Context: an optimization exercise on an open-source flow, tuned for small area, a short achievable clock period and few clock cycles. The choices shown serve that exercise and are no tape-out recipe. Only simulation tests tie the RTL to the original design; equivalence was not proved. Power and IR drop assume default switching activity.

==> design.v <==
module ft300_stream (
    input  wire         clk,
    input  wire         rst,             
    input  wire         ev_valid,
    input  wire [10:0]  ev,              
    input  wire [31:0]  now,             
    output wire         ev_ready,
    output reg          meas_valid,
    output wire [107:0] meas_h,          
    output wire [383:0] meas_f,          
    output reg  [31:0]  meas_freq,       
    output reg          stop_valid,
    output wire [2:0]   st,
    output wire [1:0]   err,
    output wire [1:0]   err_detail,
    output wire         xport_held,
    output wire         zero_valid,
    output wire         cancel_pending,
    output wire [4:0]   clen,
    output wire [31:0]  count
);
    localparam [2:0] OP_BYTE    = 3'b001;
    localparam [2:0] OP_TIMEOUT = 3'b010;
    localparam [2:0] OP_START   = 3'b011;
    localparam [2:0] OP_CANCEL  = 3'b100;
    localparam [2:0] OP_RESET   = 3'b101;
    localparam [2:0] ST_UNINIT  = 3'd0;
    localparam [2:0] ST_WARM    = 3'd1;
    localparam [2:0] ST_ZERO    = 3'd2;
    localparam [2:0] ST_STREAM  = 3'd3;
    localparam [2:0] ST_STOP    = 3'd4;
    localparam [1:0] ERR_NONE      = 2'b00;
    localparam [1:0] ERR_CANCELLED = 2'b01;
    localparam [1:0] ERR_TRANSPORT = 2'b10;
    localparam [1:0] ERR_PROTOCOL  = 2'b11;
    localparam [1:0] DET_NONE    = 2'b00;
    localparam [1:0] DET_TIMEOUT = 2'b01;
    localparam [1:0] DET_LENGTH  = 2'b10;
    localparam [1:0] DET_CRC     = 2'b11;
    localparam [15:0] CRC_AFTER_MARKER = 16'h4498;
    localparam [45:0] N_ONE  = 46'd15625;                 
    localparam [45:0] N_ONEN = 46'd15625 << 32;           
    reg [2:0]   st_q;
    reg [4:0]   clen_q;
    reg         m1_q;
    reg [15:0]  crc_q;
    reg         zero_valid_q;
    reg [31:0]  count_q;
    reg [31:0]  t0_q;
    reg [1:0]   err_q;
    reg [1:0]   det_q;
    reg         cancel_q;
    reg         xport_q;
    reg         busy_q;
    reg         clr_q;           
    reg         rdy_q;           
    reg         crcok_q;         
    assign st             = st_q;
    assign err            = err_q;
    assign err_detail     = det_q;
    assign xport_held     = xport_q;
    assign zero_valid     = zero_valid_q;
    assign cancel_pending = cancel_q;
    assign clen           = clen_q;
    assign count          = clr_q ? 32'd0 : count_q;
    assign ev_ready = rdy_q;
    wire        accept  = ev_valid && !busy_q;
    wire [2:0]  op      = ev[10:8];
    wire [7:0]  b       = ev[7:0];
    wire        active  = (st_q == ST_WARM) || (st_q == ST_ZERO) || (st_q == ST_STREAM);
    wire        is_byte = accept && (op == OP_BYTE) && active;
    wire        hit     = m1_q && (b == 8'h4E);
    wire [4:0]  chunk_len = (clen_q == 5'd17) ? 5'd17 : clen_q + 5'd1;
    wire        crc_ok  = crcok_q;
    wire        frame_ok = (clen_q == 5'd15) && crc_ok;    
    function [4:0] step10;
        input [4:0] t;
        begin
            case (t)
            5'd0: step10 = {1'b0, 4'd0};
            5'd1: step10 = {1'b0, 4'd1};
            5'd2: step10 = {1'b0, 4'd2};
            5'd3: step10 = {1'b0, 4'd3};
            5'd4: step10 = {1'b0, 4'd4};
            5'd5: step10 = {1'b0, 4'd5};
            5'd6: step10 = {1'b0, 4'd6};
            5'd7: step10 = {1'b0, 4'd7};
            5'd8: step10 = {1'b0, 4'd8};
            5'd9: step10 = {1'b0, 4'd9};
            5'd10: step10 = {1'b1, 4'd0};
            5'd11: step10 = {1'b1, 4'd1};
            5'd12: step10 = {1'b1, 4'd2};
            5'd13: step10 = {1'b1, 4'd3};
            5'd14: step10 = {1'b1, 4'd4};
            5'd15: step10 = {1'b1, 4'd5};
            5'd16: step10 = {1'b1, 4'd6};
            5'd17: step10 = {1'b1, 4'd7};
            5'd18: step10 = {1'b1, 4'd8};
            5'd19: step10 = {1'b1, 4'd9};
            default: step10 = 5'd0;
            endcase
        end
    endfunction
    function [5:0] step25;
        input [5:0] t;
        begin
            case (t)
            6'd0: step25 = {1'b0, 5'd0};
            6'd1: step25 = {1'b0, 5'd1};
            6'd2: step25 = {1'b0, 5'd2};
            6'd3: step25 = {1'b0, 5'd3};
            6'd4: step25 = {1'b0, 5'd4};
            6'd5: step25 = {1'b0, 5'd5};
            6'd6: step25 = {1'b0, 5'd6};
            6'd7: step25 = {1'b0, 5'd7};
            6'd8: step25 = {1'b0, 5'd8};
            6'd9: step25 = {1'b0, 5'd9};
            6'd10: step25 = {1'b0, 5'd10};
            6'd11: step25 = {1'b0, 5'd11};
            6'd12: step25 = {1'b0, 5'd12};
            6'd13: step25 = {1'b0, 5'd13};
            6'd14: step25 = {1'b0, 5'd14};
            6'd15: step25 = {1'b0, 5'd15};
            6'd16: step25 = {1'b0, 5'd16};
            6'd17: step25 = {1'b0, 5'd17};
            6'd18: step25 = {1'b0, 5'd18};
            6'd19: step25 = {1'b0, 5'd19};
            6'd20: step25 = {1'b0, 5'd20};
            6'd21: step25 = {1'b0, 5'd21};
            6'd22: step25 = {1'b0, 5'd22};
            6'd23: step25 = {1'b0, 5'd23};
            6'd24: step25 = {1'b0, 5'd24};
            6'd25: step25 = {1'b1, 5'd0};
            6'd26: step25 = {1'b1, 5'd1};
            6'd27: step25 = {1'b1, 5'd2};
            6'd28: step25 = {1'b1, 5'd3};
            6'd29: step25 = {1'b1, 5'd4};
            6'd30: step25 = {1'b1, 5'd5};
            6'd31: step25 = {1'b1, 5'd6};
            6'd32: step25 = {1'b1, 5'd7};
            6'd33: step25 = {1'b1, 5'd8};
            6'd34: step25 = {1'b1, 5'd9};
            6'd35: step25 = {1'b1, 5'd10};
            6'd36: step25 = {1'b1, 5'd11};
            6'd37: step25 = {1'b1, 5'd12};
            6'd38: step25 = {1'b1, 5'd13};
            6'd39: step25 = {1'b1, 5'd14};
            6'd40: step25 = {1'b1, 5'd15};
            6'd41: step25 = {1'b1, 5'd16};
            6'd42: step25 = {1'b1, 5'd17};
            6'd43: step25 = {1'b1, 5'd18};
            6'd44: step25 = {1'b1, 5'd19};
            6'd45: step25 = {1'b1, 5'd20};
            6'd46: step25 = {1'b1, 5'd21};
            6'd47: step25 = {1'b1, 5'd22};
            6'd48: step25 = {1'b1, 5'd23};
            6'd49: step25 = {1'b1, 5'd24};
            default: step25 = 6'd0;
            endcase
        end
    endfunction
    reg  [7:0]  b_q;
    reg  [7:0]  lo_q;
    reg         crc_en_q, crc_init_q, lo_en_q;
    reg         v0_q;
    reg  [2:0]  ax0_q;
    always @(posedge clk) begin
        b_q        <= b;
        crc_en_q   <= is_byte && (clen_q < 5'd14);
        crc_init_q <= (clen_q == 5'd0);
        lo_en_q    <= is_byte && !clen_q[0];
        v0_q       <= is_byte && clen_q[0] && (clen_q < 5'd12);
        ax0_q      <= clen_q[3:1];
        if (lo_en_q)
            lo_q <= b_q;
    end
    reg [15:0] crc_next;
    integer    k;
    always @* begin
        crc_next = crc_init_q ? CRC_AFTER_MARKER : crc_q;
        crc_next = crc_next ^ {8'h00, b_q};
        for (k = 0; k < 8; k = k + 1)
            crc_next = crc_next[0] ? ((crc_next >> 1) ^ 16'hA001) : (crc_next >> 1);
    end
    always @(posedge clk)
        if (crc_en_q) begin
            crc_q   <= crc_next;
            crcok_q <= (crc_next == 16'd0);
        end
    wire [15:0] hf    = {~b_q[7], b_q[6:0], lo_q};
    wire        tq0   = (ax0_q >= 3'd3);
    reg  [12:0] q10;
    reg  [3:0]  r10;
    integer     i10;
    always @* begin
        r10 = {1'b0, hf[15:13]};
        for (i10 = 12; i10 >= 0; i10 = i10 - 1)
            {q10[i10], r10} = step10({r10, hf[i10]});
    end
    reg  [15:0] hA_q;
    reg  [3:0]  rA_q;
    reg         tqA_q, vA_q;
    reg  [2:0]  axA_q;
    always @(posedge clk) begin
        hA_q  <= tq0 ? {3'd0, q10} : hf;
        rA_q  <= r10;
        tqA_q <= tq0;
        vA_q  <= v0_q;
        axA_q <= ax0_q;
    end
    wire        incA  = (rA_q >= 4'd4) || ((rA_q == 4'd3) && !hA_q[0]);
    wire [12:0] hTA   = hA_q[12:0] + {12'd0, incA};
    reg [15:0] zf_q [0:2];
    reg [12:0] zt_q [0:2];
    reg [15:0] zsel;
    always @* begin
        case (axA_q)
        3'd0: zsel = zf_q[0];
        3'd1: zsel = zf_q[1];
        3'd2: zsel = zf_q[2];
        3'd3: zsel = {3'd0, zt_q[0]};
        3'd4: zsel = {3'd0, zt_q[1]};
        default: zsel = {3'd0, zt_q[2]};
        endcase
    end
    reg  [15:0] hB_q;
    reg  [15:0] zB_q;
    reg         vB_q;
    reg  [2:0]  axB_q;
    always @(posedge clk) begin
        hB_q  <= tqA_q ? {3'd0, hTA} : hA_q;
        zB_q  <= zsel;
        vB_q  <= vA_q;
        axB_q <= axA_q;
    end
    always @(posedge clk) begin
        if (vB_q && (st_q == ST_ZERO)) begin
            case (axB_q)
            3'd0: zf_q[0] <= hB_q;
            3'd1: zf_q[1] <= hB_q;
            3'd2: zf_q[2] <= hB_q;
            3'd3: zt_q[0] <= hB_q[12:0];
            3'd4: zt_q[1] <= hB_q[12:0];
            default: zt_q[2] <= hB_q[12:0];
            endcase
        end
    end
    wire [16:0] dC1 = {1'b0, hB_q} - {1'b0, zB_q};      
    wire [16:0] dC2 = {1'b0, zB_q} - {1'b0, hB_q};      
    wire [15:0] aC  = dC1[16] ? dC2[15:0] : dC1[15:0];
    reg [16:0] mh_q [0:5];
    assign meas_h = {{4{mh_q[5][16]}}, mh_q[5][13:0], {4{mh_q[4][16]}}, mh_q[4][13:0],
                     {4{mh_q[3][16]}}, mh_q[3][13:0], mh_q[2][16], mh_q[2],
                     mh_q[1][16], mh_q[1], mh_q[0][16], mh_q[0]};
    integer j;
    always @(posedge clk) begin
        if (vB_q) begin
            for (j = 0; j < 6; j = j + 1)
                if (axB_q == j[2:0])
                    mh_q[j] <= dC1;
        end
    end
    reg  [15:0] aC_q;
    reg         vC_q;
    reg  [2:0]  axC_q;
    always @(posedge clk) begin
        aC_q  <= aC;
        vC_q  <= vB_q;
        axC_q <= axB_q;
    end
    reg [3:0] lzc;
    integer   s;
    always @* begin
        lzc = 4'd0;
        for (s = 0; s < 16; s = s + 1)
            if (aC_q[s])
                lzc = 4'd15 - s[3:0];
    end
    wire [15:0] xD = aC_q << lzc;
    reg  [2:0]  qd;
    reg  [4:0]  rd;
    always @* begin
        {qd[2], rd} = step25({1'b0, xD[15:11]});
        {qd[1], rd} = step25({rd, xD[10]});
        {qd[0], rd} = step25({rd, xD[9]});
    end
    reg  [2:0]  qD_q;
    reg  [4:0]  rD_q;
    reg  [8:0]  xD_q;
    reg  [3:0]  lzD_q;
    reg         nzD_q, vD_q;
    reg  [2:0]  axD_q;
    always @(posedge clk) begin
        qD_q  <= qd;
        rD_q  <= rd;
        xD_q  <= xD[8:0];
        lzD_q <= lzc;
        nzD_q <= (aC_q != 16'd0);
        vD_q  <= vC_q;
        axD_q <= axC_q;
    end
    reg  [3:0]  qe;
    reg  [4:0]  re;
    integer     ie;
    always @* begin
        re = rD_q;
        for (ie = 3; ie >= 0; ie = ie - 1)
            {qe[ie], re} = step25({re, xD_q[5 + ie]});
    end
    reg  [6:0]  qE_q;
    reg  [4:0]  rE_q;
    reg  [4:0]  xE_q;
    reg  [3:0]  lzE_q;
    reg         nzE_q, vE_q;
    reg  [2:0]  axE_q;
    always @(posedge clk) begin
        qE_q  <= {qD_q, qe};
        rE_q  <= re;
        xE_q  <= xD_q[4:0];
        lzE_q <= lzD_q;
        nzE_q <= nzD_q;
        vE_q  <= vD_q;
        axE_q <= axD_q;
    end
    reg  [3:0]  qf;
    reg  [4:0]  rf;
    integer     jf;
    always @* begin
        rf = rE_q;
        for (jf = 3; jf >= 0; jf = jf - 1)
            {qf[jf], rf} = step25({rf, xE_q[jf + 1]});
    end
    reg  [10:0] qF_q;
    reg  [4:0]  rF_q;
    reg         xF_q;
    reg  [3:0]  lzF_q;
    reg         nzF_q, vF_q;
    reg  [2:0]  axF_q;
    always @(posedge clk) begin
        qF_q  <= {qE_q, qf};
        rF_q  <= rf;
        xF_q  <= xE_q[0];
        lzF_q <= lzE_q;
        nzF_q <= nzE_q;
        vF_q  <= vE_q;
        axF_q <= axE_q;
    end
    wire        qg0;
    wire [4:0]  rG;
    assign {qg0, rG} = step25({rF_q, xF_q});
    wire [11:0] qG = {qF_q, qg0};
    reg  [19:0] pat;
    always @* begin
        case (rG)
        5'd0:  pat = 20'd0;       5'd1:  pat = 20'd41943;   5'd2:  pat = 20'd83886;
        5'd3:  pat = 20'd125829;  5'd4:  pat = 20'd167772;  5'd5:  pat = 20'd209715;
        5'd6:  pat = 20'd251658;  5'd7:  pat = 20'd293601;  5'd8:  pat = 20'd335544;
        5'd9:  pat = 20'd377487;  5'd10: pat = 20'd419430;  5'd11: pat = 20'd461373;
        5'd12: pat = 20'd503316;  5'd13: pat = 20'd545259;  5'd14: pat = 20'd587202;
        5'd15: pat = 20'd629145;  5'd16: pat = 20'd671088;  5'd17: pat = 20'd713031;
        5'd18: pat = 20'd754974;  5'd19: pat = 20'd796917;  5'd20: pat = 20'd838860;
        5'd21: pat = 20'd880803;  5'd22: pat = 20'd922746;  5'd23: pat = 20'd964689;
        5'd24: pat = 20'd1006632;
        default: pat = 20'd0;
        endcase
    end
    wire        q12  = qG[11];
    wire [10:0] mhiG = q12 ? qG[10:0] : {qG[9:0], pat[19]};
    wire [19:0] mmdG = q12 ? pat : {pat[18:0], pat[19]};
    wire [3:0]  l4G  = q12 ? {pat[2:0], pat[19]} : {pat[1:0], pat[19:18]};
    wire        gG   = q12 ? pat[18] : pat[17];
    wire [3:0]  mloG = l4G + {3'd0, gG};
    wire [4:0]  exG  = 5'd16 - {1'b0, lzF_q} - {4'd0, !q12};    
    reg [10:0] mhi_q [0:5];
    reg [19:0] mmd_q [0:5];
    reg [3:0]  mlo_q [0:5];
    reg [5:0]  ex_q  [0:5];      
    always @(posedge clk) begin
        if (vF_q) begin
            for (j = 0; j < 6; j = j + 1)
                if (axF_q == j[2:0]) begin
                    mhi_q[j] <= mhiG;
                    mmd_q[j] <= mmdG;
                    mlo_q[j] <= mloG;
                    ex_q[j]  <= {nzF_q && exG[4:3] != 2'b00,
                                 nzF_q && exG[4:3] == 2'b00,
                                 nzF_q && (exG[4:3] == 2'b00 || exG[4]),
                                 nzF_q ? exG[2:0] : 3'b000};
                end
        end
    end
    genvar g;
    generate
        for (g = 0; g < 6; g = g + 1) begin : gf
            assign meas_f[64*g +: 64] = {mh_q[g][16],
                                         ex_q[g][5], {6{ex_q[g][4]}}, ex_q[g][3], ex_q[g][2:0],
                                         mhi_q[g], mmd_q[g], mmd_q[g][19:3], mlo_q[g]};
        end
    endgenerate
    reg [1:0]  dph_q;            
    reg [31:0] d_q;              
    reg [31:0] p_q;              
    reg [20:0] s_q;              
    reg [32:0] q_q;              
    reg [5:0]  cnt_q;            
    reg        sat_q, zres_q;    
    reg [45:0] nacc_q;           
    reg [6:0]  kc_q;             
    reg [6:0]  khi_q;            
    reg [6:0]  klo_q;            
    reg        fast_q;           
    reg        tcap_q;
    reg        nrst_q;           
    reg        cwrap_q;          
    wire       cwrap   = cwrap_q;
    always @(posedge clk)
        cwrap_q <= (count_q == 32'hFFFF_FFFF);
    wire [45:0] nacc_nx = cwrap ? N_ONE : nacc_q + N_ONE;
    reg [4:0]  lze;
    integer    s2;
    always @* begin
        lze = 5'd0;
        for (s2 = 0; s2 < 32; s2 = s2 + 1)
            if (d_q[s2])
                lze = 5'd31 - s2[4:0];
    end
    wire       ezero = (d_q == 32'd0);
    wire       satc   = ezero || (!cwrap && {2'd0, lze} > khi_q);       
    wire       zresc  = cwrap || ({2'd1, lze} <= klo_q);                
    wire [6:0] c_init = kc_q + {2'd0, lze};
    wire [32:0] tr  = {p_q, s_q[20]};
    wire [33:0] r1  = {1'b0, tr} - {2'b00, d_q};
    wire        dg  = !r1[33];
    wire [31:0] pn  = dg ? r1[31:0] : tr[31:0];
    wire        nzp = dg ? (tr != {1'b0, d_q}) : (tr != 33'd0);
    wire        rinc  = dg && (nzp || q_q[0]);
    wire [32:0] qinc  = q_q + 33'd1;
    wire [32:0] qres  = rinc ? qinc : q_q;
    wire        done  = busy_q && dph_q[1] && (fast_q || cnt_q == 6'd1);
    always @(posedge clk) begin
        q_q   <= dph_q[1] ? {q_q[31:0], dg} : 33'd0;
        cnt_q <= dph_q[1] ? cnt_q - 6'd1 : c_init[5:0];
        sat_q <= dph_q[1] ? sat_q : satc;
        zres_q <= dph_q[1] ? zres_q : zresc;
        fast_q <= dph_q[1] ? fast_q : (satc || zresc);
        if (sat_q || (!zres_q && qres[32]))
            meas_freq <= 32'hFFFF_FFFF;
        else if (zres_q)
            meas_freq <= 32'd0;
        else
            meas_freq <= qres[31:0];
    end
    always @(posedge clk) begin
        if (!busy_q) begin
            d_q   <= now;                
            dph_q <= 2'd0;
        end else begin
            if (dph_q == 2'd0) begin
                d_q   <= d_q - t0_q;
                dph_q <= 2'd1;
            end
            if (dph_q == 2'd1) begin
                d_q   <= d_q << lze;
                dph_q <= 2'd2;
            end
        end
    end
    reg nreset;      
    always @(posedge clk) begin
        meas_valid <= 1'b0;
        stop_valid <= 1'b0;
        tcap_q     <= 1'b0;
        clr_q      <= 1'b0;
        nreset      = 1'b0;
        if (clr_q)
            count_q <= 32'd0;
        if (tcap_q)
            t0_q <= d_q;
        if (rst) begin
            st_q         <= ST_UNINIT;
            clen_q       <= 5'd0;
            m1_q         <= 1'b0;
            zero_valid_q <= 1'b0;
            count_q      <= 32'd0;
            err_q        <= ERR_NONE;
            det_q        <= DET_NONE;
            cancel_q     <= 1'b0;
            xport_q      <= 1'b0;
            busy_q       <= 1'b0;
            rdy_q        <= 1'b1;
            nreset        = 1'b1;
        end else if (busy_q) begin
            if (dph_q == 2'd1)
                count_q <= count_q + 32'd1;
            if (done) begin
                busy_q     <= 1'b0;
                rdy_q      <= 1'b1;
                meas_valid <= 1'b1;
                if (cancel_q) begin
                    st_q       <= ST_STOP;
                    err_q      <= ERR_CANCELLED;
                    det_q      <= DET_NONE;
                    cancel_q   <= 1'b0;
                    xport_q    <= 1'b0;
                    stop_valid <= 1'b1;
                end
            end
        end else if (accept) begin
            case (op)
            OP_START: begin
                if (st_q == ST_UNINIT) begin
                    st_q    <= ST_WARM;
                    xport_q <= 1'b1;
                    clen_q  <= 5'd0;
                    m1_q    <= 1'b0;
                end
            end
            OP_CANCEL: begin
                if (st_q == ST_STREAM && clen_q == 5'd0) begin
                    st_q       <= ST_STOP;
                    err_q      <= ERR_CANCELLED;
                    det_q      <= DET_NONE;
                    cancel_q   <= 1'b0;
                    xport_q    <= 1'b0;
                    stop_valid <= 1'b1;
                end else if (active) begin
                    cancel_q <= 1'b1;
                end
            end
            OP_TIMEOUT: begin
                if (active) begin
                    st_q       <= ST_STOP;
                    err_q      <= ERR_TRANSPORT;
                    det_q      <= DET_TIMEOUT;
                    clen_q     <= 5'd0;
                    m1_q       <= 1'b0;
                    cancel_q   <= 1'b0;
                    xport_q    <= 1'b0;
                    stop_valid <= 1'b1;
                end
            end
            OP_RESET: begin
                st_q         <= ST_UNINIT;
                clen_q       <= 5'd0;
                m1_q         <= 1'b0;
                zero_valid_q <= 1'b0;
                clr_q        <= 1'b1;
                err_q        <= ERR_NONE;
                det_q        <= DET_NONE;
                cancel_q     <= 1'b0;
                xport_q      <= 1'b0;
                nreset        = 1'b1;
            end
            OP_BYTE: begin
                if (active) begin
                    if (!hit) begin
                        m1_q   <= (b == 8'h20);
                        clen_q <= chunk_len;
                    end else begin
                        clen_q <= 5'd0;
                        m1_q   <= 1'b0;
                        if (st_q == ST_WARM) begin
                            st_q <= ST_ZERO;
                        end else if (!frame_ok) begin
                            st_q       <= ST_STOP;
                            err_q      <= ERR_PROTOCOL;
                            det_q      <= (clen_q != 5'd15) ? DET_LENGTH : DET_CRC;
                            cancel_q   <= 1'b0;
                            xport_q    <= 1'b0;
                            stop_valid <= 1'b1;
                        end else if (st_q == ST_ZERO) begin
                            zero_valid_q <= 1'b1;
                            tcap_q       <= 1'b1;
                            if (cancel_q) begin
                                st_q       <= ST_STOP;
                                err_q      <= ERR_CANCELLED;
                                det_q      <= DET_NONE;
                                cancel_q   <= 1'b0;
                                xport_q    <= 1'b0;
                                stop_valid <= 1'b1;
                            end else begin
                                st_q <= ST_STREAM;
                            end
                        end else begin
                            busy_q <= 1'b1;
                            rdy_q  <= 1'b0;
                        end
                    end
                end
            end
            default: ;  
            endcase
        end
        nrst_q <= nreset;
        if (busy_q && dph_q == 2'd1)
            nacc_q <= nacc_nx;
        if (nrst_q) begin
            nacc_q <= N_ONE;
            p_q    <= {1'b0, N_ONEN[45:15]};
            s_q    <= {N_ONEN[14:0], 6'd0};
            kc_q   <= 7'd6 - 7'd16;
            khi_q  <= 7'd50 - 7'd6;
            klo_q  <= 7'd48 - 7'd6;
        end else if (busy_q) begin
            if (done) begin
                p_q    <= {1'b0, nacc_q[45:15]};
                s_q    <= {nacc_q[14:0], 6'd0};
                kc_q   <= 7'd38 - 7'd16;
                khi_q  <= 7'd50 - 7'd38;
                klo_q  <= 7'd48 - 7'd38;
            end else if (dph_q[1]) begin
                p_q    <= pn;
                s_q    <= {s_q[19:0], 1'b0};
            end
        end else if (p_q[30:23] == 8'd0) begin
            p_q    <= {1'b0, p_q[22:0], s_q[20:13]};
            s_q    <= {s_q[12:0], 8'd0};
            kc_q   <= kc_q - 7'd8;
            khi_q  <= khi_q + 7'd8;
            klo_q  <= klo_q + 7'd8;
        end else if (!p_q[30]) begin
            p_q    <= {1'b0, p_q[29:0], s_q[20]};
            s_q    <= {s_q[19:0], 1'b0};
            kc_q   <= kc_q - 7'd1;
            khi_q  <= khi_q + 7'd1;
            klo_q  <= klo_q + 7'd1;
        end
    end
endmodule
==> flow/run.sh <==
#!/bin/bash
# The standard layout (standard.sh: standard synthesis and ORFS flow),
# with two changes to how the layout is made:
#  - timing repair aims for 10.25 ns of setup slack at the design's clock, so
#    repair_timing keeps sizing and buffering paths the 15 ns clock alone
#    would leave as synthesized (SETUP_SLACK_MARGIN);
#  - ports are buffered with sky130_fd_sc_hd__buf_1 rather than the default
#    choice of buffer_ports (every port still gets its buffer).
# The clock, its period and the constraints are the design's (constraint.sdc).
set -euo pipefail
export SETUP_SLACK_MARGIN=10.25
export BUFFER_PORTS_ARGS="-buffer_cell sky130_fd_sc_hd__buf_1"
bash standard.sh > standard_flow.log 2>&1
==> standard.sh <==
#!/bin/bash
# synth_recipe.tcl (not shown) runs the flow's synth.tcl, then flattens the netlist and writes it again
# the make line also repeats each setting of config.mk as NAME=value (left out here)
make -C /OpenROAD-flow-scripts/flow DESIGN_CONFIG=/design/flow/config.mk WORK_HOME=/design/flow/orfs CLKGATE_MAP_FILE= SYNTH_SCRIPT=/design/flow/synth_recipe.tcl "${@:-finish}"
==> config.mk <==
export PLATFORM = sky130hd
export DESIGN_NAME = ft300_stream
export DESIGN_NICKNAME = ft300_stream
export VERILOG_FILES = /design/flow/design.v
export SDC_FILE = /design/flow/constraint.sdc
export NUM_CORES = 4
export LEC_CHECK = 0
export ABC_AREA = 1
export CAP_MARGIN = 20
export CORE_MARGIN = 2
export CORE_UTILIZATION = 55
export CTS_BUF_LIST = sky130_fd_sc_hd__clkbuf_4
export SLEW_MARGIN = 20
==> constraint.sdc <==
create_clock -name core_clock -period 15.0 [get_ports {clk}]
set_input_delay 3.0000 -clock core_clock [delete_from_list [all_inputs] [get_ports {clk}]]
set_output_delay 3.0000 -clock core_clock [all_outputs]
set_load 0.01 [all_outputs]
==> results.tsv <==
metric	value	unit
r2r_start	d_q[1]$_DFFE_PP_	
slowest_stage	dfxtp_4	
postCtsHoldBufs	0	
worstMarginPinSlew	1.08	ns
dpl.hpwl	96300	um
drt_iter0_markers	3040	
vdd_drop_max	0.125	mV
clock.fmax	200	MHz
wire_per_inst	18.1	um
synth_area	47300	um2
via_per_inst	5.37	
clk_pin_slew	0.07	ns
synth_nets	5717	
grt_max_degree	66	
ys_async_sr_fraction	0	
max_stage_delay	0.39	ns
cts_buffers	233	
final_common_cell	nand2_1	
die_width	297	um
dp_slack	9.54	ns
fin_ws	10.01	ns
grt_pass1_vias	37300	
drv_slew	0	
maxSlewHeadroom	0.270	
path_class	reg -> out	
yosysUniqueCellTypes	74	
setup_viol	0	
timing.critical_path.from	clr_q$_SDFF_PP0_	
crit_path_cell_trace	buf_12, nor2_2, buf_2	
final_cell_mix	1,085 x nand2_1, 669 x inv_1, 521 x edfxtp_1, 430 x o21ai_0	
critPathTopFamily	flip-flops	
grt_overflow	0	
synth_top_area_share	0.331	
numPortBuffers	619	
dp_cells	6977	
clock-skew-final	0.0836	ns
num_vias	40200	
status	complete, no violations	
ys_seq_area_frac	0.507	
yosysTopAreaCell	edfxtp_1	
synth_edf_count	521	
finalNetCount	6372	
cts_tree	done	
grt_pass1_wl	205000	um
critPathBufInv	2	
rows	107	
p_leak	23.6	nW
ant_nets	0	
globalplace.congestion	0.940	
postSynthCellCount	5465	
final_util	0.644	
worstHoldStart	lzD_q[3]$_DFF_P_	
syn_to_final_growth	15.9	%
dieArea	88400	um2
synth-seq-cells	937	
hold_viol_final	0	
crit_path_start_kind	register	
hp-class	reg -> reg	
cts-root-buf	clkbuf_4	
rsz0062_at_grt	true	
maxCapViolCount	0	
fin_crit_sh	0.333	
fin_crit	4.99	ns
grtUsageTotal	0.293	
power_density	153	nW/um2
firstDrtPassIters	6	
worstPathMaxFanout	9	
drt-total-wl	135000	um
fin_tns_setup	0	ns
totalPowerFinal	8.41	mW
htree_levels	4	
die_y	297	um
crit_arrival	1.99	ns
drive_above_1_share	0.172	
initial_utilization	0.556	
critPathRequiredTime	12.00	ns
core_area	85100	um2
avgSynthCellArea	8.66	um2
fill_cells	7498	
drc	0	
layout.cells.non_filler	7473	
synthFlopType	edfxtp_1	
io_pins	620	
clk_latency	1.17	ns
ys_warn_count	8	
worstSetupEndpointType	primary output	
clockBufferDepth	3	
antenna_found_initial	11	
yosys-top-cells-area	edfxtp_1 33%, dfxtp_1 18%, nand2_1 8.6%	
cts_sinks	937	
-- layout make-up --
cell class              instances  area, um2  share of cell area
multi-input cells            3520      19500               0.356
inverters                     702       2660              0.0485
well taps                    1144       1430              0.0261
diodes                          5       12.5            0.000228
clock buffers                 348       2610              0.0476
flip-flops and latches        937      24000               0.438
clock inverters                91        495             0.00903
repair buffers                726       4100              0.0747
-- worst reg2reg max path, delay by kind of cell, from the launching register on --
family	cells	cell delay, ns
AO/OA/AOI/OAI	16	2.45
AND/OR/NAND/NOR	7	0.70
buffers and inverters	4	0.55
flip-flops	1	0.46
adder cells (fa/ha/maj)	1	0.25
-- repair_timing --
item                       4_1_cts  5_1_grt
buffers inserted                14       29
pin swaps                        1       35
resized for setup              310      366
setup endpoints to repair      623      576
gates cloned                     1        8
-- state kept, by name, summed over array words and instances, names as in the netlist, 32 cells and up --
register and count:
d_q 32, zf_q 48, meas_freq 32, zt_q 39, mmd_q 120, mhi_q 66, q_q 33, mh_q 96
p_q 32, ex_q 36, count_q 32, nacc_q 46, t0_q 32
-- stage by stage --
| step | hold slack (ns) | area, um2 |
|---|---|---|
| 2_1_floorplan | 0.310 | 47300 |
| 3_3_place_gp | 0.310 | 49800 |
| 3_5_place_dp | 0.312 | 49800 |
| 4_1_cts | 0.319 | 53800 |
| 5_1_grt | 0.326 | 54800 |
| 6_report | 0.303 | 54800 |
-- synth_stat cells, types with 23 or more instances --
cell,n
a31oi_1,44
ha_1,201
nor2_1,443
o21ai_1,27
clkbuf_1,133
nand4_1,49
nand2_1,1088
xnor2_1,41
a211oi_1,36
o21ai_0,459
dfxtp_1,416
inv_1,675
o211ai_1,70
nor4_1,23
xor2_1,95
nand3_1,231
a21oi_1,366
edfxtp_1,521
buf_4,155
nor3_1,104
-- where the power goes --
| part | internal, mW | switching [mW] |
|---|---|---|
| Combinational | 0.924 | 2.09 |
| Sequential | 3.13 | 0.0969 |
| Clock | 1.11 | 1.05 |
-- final timing paths --
path                                                  to  slack, ns  cells after the start
worst max-delay path                           count[11]      10.01                      3
worst min-delay path                    lzE_q[3]$_DFF_P_       0.30                      0
worst max register to register  meas_freq[18]$_SDFF_PP1_      10.52                     28
worst min register to register          lzE_q[3]$_DFF_P_       0.30                      0
-- per-layer routing --
| layer | track usage | vias to the layer above | share of wire | routed length [um] |
|---|---|---|---|---|
| met5 | 0 | - | 0.00060 | 81 |
| met4 | 0.100 | 12 | 0.025 | 3410 |
| met3 | 0.0586 | 219 | 0.072 | 9770 |
| met2 | 0.485 | 1491 | 0.48 | 64300 |
| met1 | 0.383 | 18600 | 0.42 | 57300 |
| li1 | - | 19800 | - | - |
-- cells by family after synthesis --
kind of cell    count (synthesis)  share of synthesized area
simple gates                 2001                      0.177
compound gates               1170                      0.142
buf+inv                      1010                     0.0929
flops                         937                      0.507
fa+ha+maj                     206                     0.0553
xor+xnor                      136                     0.0252
mux                             5                    0.00106
Testbench counts, summed over its fixed seeds: cycles 17,529.

-- what the ideal ports hide --
Ports are ideal in the flow. The routed layout listed here was re-timed in OpenROAD. Step 1 (the two cells are an assumption about what drives the block):
set clk [get_ports {clk}]
set_driving_cell -lib_cell sky130_fd_sc_hd__clkbuf_16 $clk
set_driving_cell -lib_cell sky130_fd_sc_hd__buf_2 [delete_from_list [all_inputs] $clk]
Step 2 moves the port delays by t, midway between the first and last clock arrival at a register: inputs arrive t later, outputs are due t later. That takes back most of the time a late clock gives input paths. Three values: no drivers, after step 1, after step 2; two values: the first two.
shift t [ns]: 1.196
slack for setup (ns): 10.011 / 9.940 / 9.619
worst setup path after step 2: input to register
clock arrival spread, ns: 0.091 / 0.091
After both steps setup and hold are still met in this run. For this run, drivers alone change the setup slack by -0.071 ns; drivers and shift together by -0.392 ns.
